From an optimization exercise on the open Yosys and OpenROAD flow, aimed at small area, a short achievable clock period and few clock cycles; shortcuts taken in it are not production practice.
Function was checked by simulation only, so behaviour that the tests miss may differ from the original.
Power figures rest on the tool's default switching activity, not on a simulated workload.

## run 1
## oac_core
module oac_core (
    input  wire        clk,
    input  wire        rst,           
    input  wire [31:0] stack_init,    
    output reg         mem_req,
    output reg         mem_we,
    output reg  [6:0]  mem_addr,
    output wire [31:0] mem_wdata,
    input  wire        mem_ready,
    input  wire [31:0] mem_rdata,
    output wire        halted,
    output wire        faulted,
    output reg  [2:0]  fault_kind,
    output wire [31:0] fault_value,
    output wire [31:0] fault_addr,
    input  wire [3:0]  dbg_idx,
    output wire [31:0] dbg_data
);
For scale: about 2900 cells after synthesis, about 310 flip-flops.
clock: 12.0 ns
lec_check: 0
abc_area: 1
cap_margin: 20
core_margin: 2
core_utilization: 40
cts_buf_list: sky130_fd_sc_hd__clkbuf_8
cts_cluster_size: 20
setup_slack_margin: 5
slew_margin: 20
tns_end_percent: 0
standard.sh (not shown) runs the stock make flow with config.mk's settings and CLKGATE_MAP_FILE= SYNTH_SCRIPT=/design/flow/synth_recipe.tcl, a recipe that flattens the netlist after the stock synthesis.
==> flow/flow/run.sh <==
#!/bin/bash
# Standard layout, with plain buf_1 cells as the port buffers (ORFS otherwise
# picks clkdlybuf4s50_1, a slow delay cell), and timing repair aiming at a setup slack of 6 ns. Each ORFS step keeps its
# own log under orfs/logs; make's output goes to flow_make.log.
set -euo pipefail
bash standard.sh "BUFFER_PORTS_ARGS=-buffer_cell sky130_fd_sc_hd__buf_1" "SETUP_SLACK_MARGIN=6" finish > flow_make.log 2>&1
Testbench counts of run 1, summed over its fixed seeds: cycles 40,193.
Relative to run 1, the following input files were edited for run 2:
- a deleted ABC_AREA that had been 1
Run 1 reports its uppermost layer routed as met5 while run 2 reports met4.
On buffers inserted during post-CTS setup optimization: run 2 sits below run 1.
Per the comparison of run 2 with run 1, clock group total power shows an increase of about 6%; xor-xnor portion of the synthesized cell area shows an increase of 2.7 points; first-pass GRT wire length shows a reduction of about 9%.
Compared with run 1, run 2 improves final non-filler cell area.
Here is what was changed in the inputs of run 3 compared with run 2.
- a deleted CTS_BUF_LIST that had been sky130_fd_sc_hd__clkbuf_8
- a deleted CTS_CLUSTER_SIZE that had been 20
==> flow/flow/run.sh <==
#!/bin/bash
# Standard layout, with plain buf_1 cells as the port buffers (ORFS otherwise
# picks clkdlybuf4s50_1, a slow delay cell), and timing repair aiming at a setup slack of 7 ns. Each ORFS step keeps its
# own log under orfs/logs; make's output goes to flow_make.log.
set -euo pipefail
bash standard.sh "BUFFER_PORTS_ARGS=-buffer_cell sky130_fd_sc_hd__buf_1" "SETUP_SLACK_MARGIN=7" finish > flow_make.log 2>&1
Findings:
~same sequential power in run 3 and run 2
[compare] base=run 2 new=run 3: buffers plus inverters on the worst setup path decreased by 3 relative to the old numbers; final area lower.
The maximum clock frequency of run 3 is higher than that of run 2.
Relative to run 2, minimum clock period after layout has decreased by 27 ps in run 3.
Run 2 → run 3: post-layout net count moved down, multi-input gate share of total cell area level.
Re number of signal-net inverters in the final layout: no difference whatsoever between run 2 and run 3.
Compared with run 2, run 3 shows logic depth of the worst setup path including buffers lower by 2.
Changes observed in run 3 relative to run 2: count of flip-flops and latches held steady, wire length fell 2.5%.
## Diff of input files: run 4 against run 3
- CTS_BUF_LIST now sky130_fd_sc_hd__clkbuf_8, previously not set
- CTS_CLUSTER_SIZE now 20, previously not set
--- outcome ---
Re proportion of power drawn by flip-flops and latches: run 3 was lower than run 4. The sequential power was comparable across run 3 and run 4. Final non-filler cell area shrinks slightly when moving from run 3 to run 4. [compare] base=run 3 new=run 4: proportion of power drawn by combinational gates +1.2 points; first-iteration DRC count +169; share of the clock period used by the worst path ~0 delta. Cmp run 3 and run 4 / core utilization / lower: run 4. Register share of the cell area, run 3 and run 4, higher one = run 4.


Starting RTL as in the previous note.
==> flow/config.mk <==
export PLATFORM = sky130hd
export DESIGN_NAME = oac_core
export DESIGN_NICKNAME = oac_core
export VERILOG_FILES = /design/flow/design.v
export SDC_FILE = /design/flow/constraint.sdc
export NUM_CORES = 4
export LEC_CHECK = 0
export CAP_MARGIN = 20
export CORE_MARGIN = 2
export CORE_UTILIZATION = 40
export SETUP_SLACK_MARGIN = 5
export SLEW_MARGIN = 20
export TNS_END_PERCENT = 0
==> flow/constraint.sdc <==
create_clock -name core_clock -period 12.0 [get_ports {clk}]
set_input_delay 2.4000 -clock core_clock [delete_from_list [all_inputs] [get_ports {clk}]]
set_output_delay 2.4000 -clock core_clock [all_outputs]
set_load 0.01 [all_outputs]
==> flow/flow/run.sh <==
#!/bin/bash
# Standard layout, with plain buf_1 cells as the port buffers (ORFS otherwise
# picks clkdlybuf4s50_1, a slow delay cell), and timing repair aiming at a setup slack of 6 ns. Each ORFS step keeps its
# own log under orfs/logs; make's output goes to flow_make.log.
set -euo pipefail
bash standard.sh "BUFFER_PORTS_ARGS=-buffer_cell sky130_fd_sc_hd__buf_1" "SETUP_SLACK_MARGIN=6" finish > flow_make.log 2>&1
The starting point passed the timing, DRC and antenna checks.
Testbench counts at the start, summed over its fixed seeds: cycles 40,193.
Edit:
==> flow/flow/run.sh (replaced) <==
#!/bin/bash
# Standard layout, with plain buf_1 cells as the port buffers (ORFS otherwise
# picks clkdlybuf4s50_1, a slow delay cell), and timing repair aiming at a setup slack of 8 ns. Each ORFS step keeps its
# own log under orfs/logs; make's output goes to flow_make.log.
set -euo pipefail
bash standard.sh "BUFFER_PORTS_ARGS=-buffer_cell sky130_fd_sc_hd__buf_1" "SETUP_SLACK_MARGIN=8" finish > flow_make.log 2>&1
Settings changed: CTS_BUF_LIST set to sky130_fd_sc_hd__clkbuf_8, CTS_CLUSTER_SIZE set to 20.
Total power fell by 3.8%.
Final area fell by 2.3%.
Wire length fell by 2.6%.
Die area does not change.
Core utilization fell by 1.1 points.
Combinational power fell by about 1%.
Synthesized area stays the same.
Worst hold slack gains 0.014 ns.
Global-route usage fell by 0.85 points.
Cell count rose by 0.52%.
Edit:
==> flow/flow/run.sh (replaced) <==
#!/bin/bash
# Standard layout, with plain buf_1 cells as the port buffers (ORFS otherwise
# picks clkdlybuf4s50_1, a slow delay cell). Each ORFS step keeps its own log
# under orfs/logs; make's output goes to flow_make.log.
set -euo pipefail
bash standard.sh "BUFFER_PORTS_ARGS=-buffer_cell sky130_fd_sc_hd__buf_1" finish > flow_make.log 2>&1
Settings changed: CTS_BUF_LIST sky130_fd_sc_hd__clkbuf_8 to unset, CTS_CLUSTER_SIZE 20 to unset, TNS_END_PERCENT 0 to unset.
- The new run ran to the end with no violations
- core utilization came out lower by 1.2 points
- final area came out lower by 2.5%
- sequential cell count stays the same
- sequential share of layout area came out higher by 0.95 points

[what the ideal ports hide]
How much do the figures lean on ideal ports? The routed layouts below were timed once more, with nothing changed but the port constraints.
Step 1 sets driving cells, clkbuf_16 on the clock port and buf_2 on the other inputs (assumed; they add their load-dependent delay and slew).
Step 2 times the ports against the registers' clock, not the clock port: input delays grow and output delays shrink by t, the midpoint of the rising clock arrivals with the driver on.
a / b / c = ideal / step 1 / step 2; a / b = the first two.
run	shift t [ns]	setup slack, ns	worst setup path after step 2	worst register clock-pin slew, ns	cell pins on the clock port's net
run 1	0.738	5.654 / 5.589 / 5.144	input to register	0.08 / 0.08	1
run 2	0.742	5.573 / 5.534 / 4.964	input to register	0.07 / 0.07	1
run 3	0.635	5.601 / 5.552 / 5.101	input to register	0.06 / 0.06	1
run 4	0.744	5.600 / 5.559 / 5.041	input to register	0.08 / 0.08	1
the first run of note 2	0.637	5.528 / 5.486 / 5.054	input to register	0.07 / 0.07	1
the second run of note 2	0.744	5.600 / 5.559 / 5.041	input to register	0.08 / 0.08	1
the third run of note 2	0.639	5.040 / 5.017 / 4.821	input to register	0.06 / 0.06	1
After both steps setup and hold are still met in every run listed. The setup slack of run 2, which loses most, moves by -0.039 ns with the drivers and by -0.609 ns with both steps.
